What follows belongs to an exercise in optimizing a design on an open flow for small area, a short achievable clock period and few clock cycles per item; a production flow would make more cautious choices.
No functional check of the RTL was part of this run.

==> design.v <==
module aes_sbox (
  input  wire [7:0] a,
  output wire [7:0] y
);
  function [3:0] mul16;
    input [3:0] p, q;
    reg [6:0] t;
    begin
      t = ({7{q[0]}} & {3'b0, p}) ^ ({7{q[1]}} & {2'b0, p, 1'b0}) ^
          ({7{q[2]}} & {1'b0, p, 2'b0}) ^ ({7{q[3]}} & {p, 3'b0});
      mul16 = t[3:0] ^ {t[6:4], 1'b0} ^ {1'b0, t[6:4]};
    end
  endfunction
  function [3:0] inv16;
    input [3:0] p;
    begin
      case (p)
        4'd0: inv16 = 4'd0;
        4'd1: inv16 = 4'd1;
        4'd2: inv16 = 4'd9;
        4'd3: inv16 = 4'd14;
        4'd4: inv16 = 4'd13;
        4'd5: inv16 = 4'd11;
        4'd6: inv16 = 4'd7;
        4'd7: inv16 = 4'd6;
        4'd8: inv16 = 4'd15;
        4'd9: inv16 = 4'd2;
        4'd10: inv16 = 4'd12;
        4'd11: inv16 = 4'd5;
        4'd12: inv16 = 4'd10;
        4'd13: inv16 = 4'd4;
        4'd14: inv16 = 4'd3;
        4'd15: inv16 = 4'd8;
        default: inv16 = 4'd0;
      endcase
    end
  endfunction
  wire [7:0] b;
  assign b[0] = a[0] ^ a[2] ^ a[5] ^ a[7];
  assign b[1] = a[2] ^ a[5] ^ a[6] ^ a[7];
  assign b[2] = a[2];
  assign b[3] = a[3] ^ a[4];
  assign b[4] = a[1] ^ a[5] ^ a[7];
  assign b[5] = a[2] ^ a[3];
  assign b[6] = a[1] ^ a[4] ^ a[6] ^ a[7];
  assign b[7] = a[5] ^ a[7];
  wire [3:0] h = b[7:4], l = b[3:0];
  wire [3:0] sq;
  assign sq[0] = h[2] ^ h[3];
  assign sq[1] = h[0] ^ h[1];
  assign sq[2] = h[1] ^ h[2];
  assign sq[3] = h[0] ^ h[1] ^ h[2];
  wire [3:0] d  = sq ^ mul16(h, l) ^ mul16(l, l);
  wire [3:0] di = inv16(d);
  wire [7:0] c  = {mul16(h, di), mul16(h ^ l, di)};
  assign y[0] = ~(c[0] ^ c[1] ^ c[2] ^ c[3] ^ c[5] ^ c[7]);
  assign y[1] = ~(c[0] ^ c[1] ^ c[4]);
  assign y[2] = (c[0] ^ c[2] ^ c[3] ^ c[5] ^ c[6] ^ c[7]);
  assign y[3] = (c[0] ^ c[1] ^ c[2] ^ c[3] ^ c[6]);
  assign y[4] = (c[0] ^ c[3] ^ c[4]);
  assign y[5] = ~(c[1] ^ c[2] ^ c[5] ^ c[6]);
  assign y[6] = ~(c[4] ^ c[5] ^ c[6]);
  assign y[7] = (c[1] ^ c[2] ^ c[3]);
endmodule
module rxp_ctr_de (
  input  wire         clk,
  input  wire         rst_n,
  input  wire         in_valid,
  output wire         in_ready,
  input  wire         in_first,
  input  wire [127:0] in_key,
  input  wire [127:0] in_iv,
  input  wire [127:0] in_data,
  output reg          out_valid,
  output wire [127:0] out_data
);
  reg  [3:0]  rnd;         
  reg         r1;          
  reg         r9;          
  reg         r10;         
  reg         ld;          
  reg [127:0] key_r;       
  reg [127:0] ctr_r;       
  reg [127:0] state;       
  reg [127:0] rk;          
  reg [127:0] data_r;      
  assign in_ready = r9;
  assign out_data = state;
  wire load  = in_valid && in_first && (r10 || (r1 && !ld));
  wire stall = r1 && (!in_valid || load);
  function [7:0] xtime;
    input [7:0] a;
    xtime = {a[6:0], 1'b0} ^ (a[7] ? 8'h1b : 8'h00);
  endfunction
  wire [127:0] x = (r1 ? ctr_r : state) ^ rk;
  wire [7:0] s  [0:15];    
  wire [7:0] sb [0:15];    
  wire [7:0] sr [0:15];    
  wire [7:0] mc [0:15];    
  genvar i, c;
  generate
    for (i = 0; i < 16; i = i + 1) begin : g_sub
      assign s[i] = x[127 - 8*i -: 8];
      aes_sbox u_sbox (.a(s[i]), .y(sb[i]));
    end
    for (c = 0; c < 4; c = c + 1) begin : g_shift
      assign sr[4*c + 0] = sb[4*((c + 0) % 4) + 0];
      assign sr[4*c + 1] = sb[4*((c + 1) % 4) + 1];
      assign sr[4*c + 2] = sb[4*((c + 2) % 4) + 2];
      assign sr[4*c + 3] = sb[4*((c + 3) % 4) + 3];
    end
    for (c = 0; c < 4; c = c + 1) begin : g_mix
      wire [7:0] a0 = sr[4*c + 0];
      wire [7:0] a1 = sr[4*c + 1];
      wire [7:0] a2 = sr[4*c + 2];
      wire [7:0] a3 = sr[4*c + 3];
      assign mc[4*c + 0] = xtime(a0) ^ (xtime(a1) ^ a1) ^ a2 ^ a3;
      assign mc[4*c + 1] = a0 ^ xtime(a1) ^ (xtime(a2) ^ a2) ^ a3;
      assign mc[4*c + 2] = a0 ^ a1 ^ xtime(a2) ^ (xtime(a3) ^ a3);
      assign mc[4*c + 3] = (xtime(a0) ^ a0) ^ a1 ^ a2 ^ xtime(a3);
    end
  endgenerate
  wire [127:0] sr_vec, mc_vec;
  generate
    for (i = 0; i < 16; i = i + 1) begin : g_pack
      assign sr_vec[127 - 8*i -: 8] = sr[i];
      assign mc_vec[127 - 8*i -: 8] = mc[i];
    end
  endgenerate
  reg [7:0] rcon;
  always @(*) begin
    case (rnd)
      4'd1:    rcon = 8'h01;
      4'd2:    rcon = 8'h02;
      4'd3:    rcon = 8'h04;
      4'd4:    rcon = 8'h08;
      4'd5:    rcon = 8'h10;
      4'd6:    rcon = 8'h20;
      4'd7:    rcon = 8'h40;
      4'd8:    rcon = 8'h80;
      4'd9:    rcon = 8'h1b;
      default: rcon = 8'h36;
    endcase
  end
  wire [31:0] w0 = rk[127:96];
  wire [31:0] w1 = rk[95:64];
  wire [31:0] w2 = rk[63:32];
  wire [31:0] w3 = rk[31:0];
  wire [31:0] rot = {w3[23:0], w3[31:24]};
  wire [31:0] sub;
  generate
    for (i = 0; i < 4; i = i + 1) begin : g_ksub
      aes_sbox u_sbox (.a(rot[31 - 8*i -: 8]), .y(sub[31 - 8*i -: 8]));
    end
  endgenerate
  wire [31:0] t  = sub ^ {rcon, 24'h000000};
  wire [31:0] n0 = t ^ w0;
  wire [31:0] n1 = t ^ (w0 ^ w1);
  wire [31:0] n2 = t ^ (w0 ^ w1 ^ w2);
  wire [31:0] n3 = t ^ (w0 ^ w1 ^ w2 ^ w3);
  wire [127:0] next_rk = {n0, n1, n2, n3};
  always @(posedge clk) begin
    state  <= r10 ? (sr_vec ^ next_rk ^ data_r) : mc_vec;
    data_r <= in_data;
  end
  always @(posedge clk) begin
    if (load) begin
      rk    <= in_key;
      key_r <= in_key;
      ctr_r <= in_iv;
    end else if (r10) begin
      rk    <= key_r;
      ctr_r <= ctr_r + 128'd1;
    end else if (!stall) begin
      rk    <= next_rk;
    end
  end
  always @(posedge clk) begin
    if (!rst_n) begin
      rnd       <= 4'd1;
      r1        <= 1'b1;
      r9        <= 1'b0;
      r10       <= 1'b0;
      ld        <= 1'b0;
      out_valid <= 1'b0;
    end else begin
      out_valid <= r10;
      if (r10) begin
        rnd <= 4'd1;
        r1  <= 1'b1;
        r10 <= 1'b0;
        ld  <= load;
      end else if (load) begin
        ld  <= 1'b1;
      end else if (!stall) begin
        rnd <= rnd + 4'd1;
        r1  <= 1'b0;
        r9  <= (rnd == 4'd8);
        r10 <= r9;
      end
    end
  end
endmodule
==> run.sh <==
#!/bin/bash
# synth_recipe.tcl (not shown) runs the flow's synth.tcl, then flattens the netlist and writes it again
# the make line also repeats each setting of config.mk as NAME=value (left out here)
make -C /OpenROAD-flow-scripts/flow DESIGN_CONFIG=/design/flow/config.mk WORK_HOME=/design/flow/orfs CLKGATE_MAP_FILE= SYNTH_SCRIPT=/design/flow/synth_recipe.tcl finish
==> config.mk <==
export PLATFORM = sky130hd
export DESIGN_NAME = rxp_ctr_de
export DESIGN_NICKNAME = rxp_ctr_de
export VERILOG_FILES = /design/flow/design.v
export SDC_FILE = /design/flow/constraint.sdc
export NUM_CORES = 4
export LEC_CHECK = 0
export CAP_MARGIN = 20
export CORE_MARGIN = 2
export CORE_UTILIZATION = 20
export PLACE_DENSITY = 0.28
export SLEW_MARGIN = 20
==> constraint.sdc <==
create_clock -name core_clock -period 6.0 [get_ports {clk}]
set_input_delay 1.2000 -clock core_clock [delete_from_list [all_inputs] [get_ports {clk}]]
set_output_delay 1.2000 -clock core_clock [all_outputs]
set_load 0.01 [all_outputs]
==> run notes <==
==> sequential cells by signal (all words and copies together) (netlist names) <==
signal and cells:
rnd 4, r1 1, ld 1, rk 128
r9 1, data_r 128, key_r 128, out_valid 1
rcon 8, ctr_r 128, state 128, r10 1
==> cell usage after synthesis (44+ instances only) <==
library cell  count  share of area (%)
xnor2_1        1445                 19
nand2_1         827                4.6
xor2_1          626                8.2
nor2_1          510                2.9
edfxtp_1        384                 17
o21ai_0         335                2.5
mux2i_1         317                4.7
dfxtp_1         273                8.1
ha_1            229                4.3
inv_1           208                1.2
clkbuf_1        206                1.2
a21oi_1         196                1.5
xnor3_1         178                6.0
nand3_1         158                1.2
xnor2_2         108                2.6
nor3_1          103               0.77
and2_1           70               0.65
mux2_2           59               0.99
and3_1           48               0.45
nand4_1          48               0.45
a31oi_1          44               0.41
==> repair_timing <==
action	in CTS	in global routing
buffers inserted	129	211
gates resized for setup	406	753
setup endpoints to repair	195	207
hold buffers	0	0
pin swaps	123	324
gates cloned	0	6
==> path summary, 6_finish.rpt <==
path | start | to | slack, ns | cells after the start
worst max-delay path | r1$_SDFFE_PP1P_ | state[11]$_DFF_P_ | -0.55 | 32
worst min-delay path | rnd[1]$_SDFFE_PP0P_ | rnd[1]$_SDFFE_PP0P_ | 0.53 | 2
worst max register to register | r1$_SDFFE_PP1P_ | state[11]$_DFF_P_ | -0.55 | 32
worst min register to register | rnd[1]$_SDFFE_PP0P_ | rnd[1]$_SDFFE_PP0P_ | 0.53 | 2
==> metal layers <==
layer  track usage, %  routed length (um)  vias up
met5                0                  22        -
met4            4.370                9453        4
met3            1.775               10150      235
met2            34.13              168000     1031
met1            28.02              168700    30310
li1                 -                   -    30060
==> critical path, delay by kind of cell (launching register included) <==
family / cells / cell delay, ns
buffers and inverters: 10 / 1.60
xor gates and xnor gates: 11 / 2.07
AOI/OAI and AO/OA: 3 / 0.67
DFF: 1 / 0.37
adders and majority gates: 2 / 0.39
and+or+nand+nor: 3 / 0.65
muxes: 3 / 0.58
==> final cells by class <==
| type | count | area (um2) | share of cell area (%) |
|---|---|---|---|
| diodes | 10 | 25.02 | 0.02270 |
| clock buffers | 146 | 2920 | 2.650 |
| clock inverters | 36 | 347.8 | 0.3156 |
| inverters | 230 | 904.6 | 0.8208 |
| multi-input cells | 6015 | 56820 | 51.56 |
| flip-flops and latches | 657 | 17000 | 15.43 |
| well taps | 4387 | 5489 | 4.980 |
| repair buffers | 3091 | 26700 | 24.23 |
==> per-stage QoR <==
| stage | util [%] | cells |
|---|---|---|
| after global routing | 33.03 | 14570 |
| final | 33.03 | 14570 |
| after global placement | 29.16 | 14050 |
| after CTS | 31.18 | 14350 |
| after detailed placement | 29.16 | 14050 |
| after floorplan | - | 7182 |
==> cells by family (layout without fill, tap and decap cells) <==
logic type / Yosys count / in the layout / share of synthesized area (%)
xor+xnor: 2451 / 2451 / 38.59
simple gates: 1985 / 1985 / 13.26
compound gates: 948 / 949 / 8.952
flops: 657 / 657 / 25.32
buf+inv: 512 / 3503 / 3.221
mux: 400 / 401 / 6.391
fa+ha+maj: 229 / 229 / 4.268
other cells: 0 / 10 / 0
==> run notes <==
outcome=complete, but fails checks; SO Viols=negative setup slack; commonest cells after routing, fill and taps aside=buf_4, xnor2_1, nand2_1; 1st-iter DRT viols=about 3,300; Clock Sinks=around 660; Port Buffers=roughly 520; worst min-delay path category=register to register; total CTS buffers=100; clk slew on worst S/H paths=approximately 0.06 ns; via count=approximately 60,000; DRC viols=0; Final Hold Fails=0; Routed WL=356.3 mm; gr usage total=between 20% and 30%; Worst Setup Start Kind=register; Wirelength per Cell=between 20 and 25 um; register area share after synthesis=25.32%; drt first pass iters=5; post-layout minimum cycle time=about 6.6 ns; max-slew violations=0; Post-synth EDFFs=384; clk_skew=between 0.07 and 0.08 ns; Starting Density=20.12%; nets=~11,000; Syn Nets=7,799; detailed-placement wirelength estimate=between 200 and 300 mm; average size of a mapped cell=about 9.3 um2; Post-synth top flop=edfxtp_1; synthesis-to-finish area growth=64.19%; delay of the slowest critical-path stage=about 0.37 ns; min setup slack post-route=-0.5543 ns; clock tree buffer depth=4; crit path capture type=register; Die Ht=583.3 um; MaxCap Viol Count=0; DP Worst Slack=-1.598 ns; Die W=between 500 and 600 um; Filler cells=34,430; remaining antenna violation count after routing=0; Core Box Area=~330,000 um2; async set-or-reset flop fraction in the synthesized netlist=0%; initial antenna violation count=22; Cells after Synth=~7,200; Data arrival, critical path=7.22 ns; setup TNS=-45.15 ns; vias in the first global route=62,570; Placed Area=between 90,000 and 100,000 um2; num ports=between 500 and 600; synth warn=2; Yosys reg bits=approximately 660; post-synth cell types=between 100 and 150; Mapped Area=~67,000 um2; RSZ-0062 raised after global routing=yes; Critical Path RT=about 6.7 ns; Die ar.=between 300,000 and 400,000 um2; CTS H-tree lvls=3; Setup CP Type=register to register; routed vias/inst=approximately 4.2; share of cells above drive strength 1=around two fifths; fmax=between 150 and 200 MHz; row count=212; commonest non-fill, non-tap cell in the layout=buf_4; first-pass GRT wire length=between 400 and 500 mm; final setup vio count=around 150; clk latency of the worst-skew pair=about 0.86 ns; worst hold slack=roughly 0.53 ns; Final period util=109.2%; gpl congestion=~0.85; Design Area, Final=roughly 110,000 um2; grt ovf=0; CP Max Fanout=7; CP most frequent cell=buf_4; CTS tree=built; actual slew at the worst max-slew pin=~1.1 ns; Clock Tree Root=clkbuf_16; largest net degree at the start of global routing=90; CP max-delay cell=dfxtp_4; Slew HR=28.54%

-- port drivers added, routing unchanged --
In the flow no input, the clock included, has a driving cell. The finished layout below was timed again as built, in two steps. Step 1 (the two cells are an assumption about what drives the block):
set clk [get_ports {clk}]
set_driving_cell -lib_cell sky130_fd_sc_hd__clkbuf_16 $clk
set_driving_cell -lib_cell sky130_fd_sc_hd__buf_2 [delete_from_list [all_inputs] $clk]
Step 2, shift: input delay + t, output delay - t, t = (earliest + latest rising clock arrival at the registers) / 2. This alone moves slack from input paths to output paths. Slacks: no drivers / after step 1 / after step 2; pairs: no drivers / after step 1.
t (ns): 0.913
setup WS [ns]: -0.554 / -0.554 / -0.554
latest minus earliest clock arrival (ns): 0.080 / 0.081
worst data-port slew with drivers (ns): 0.15
pins driven straight from the clock port: 1
The setup slack of this run moves by 0.000 ns with the drivers and by 0.000 ns with both steps.
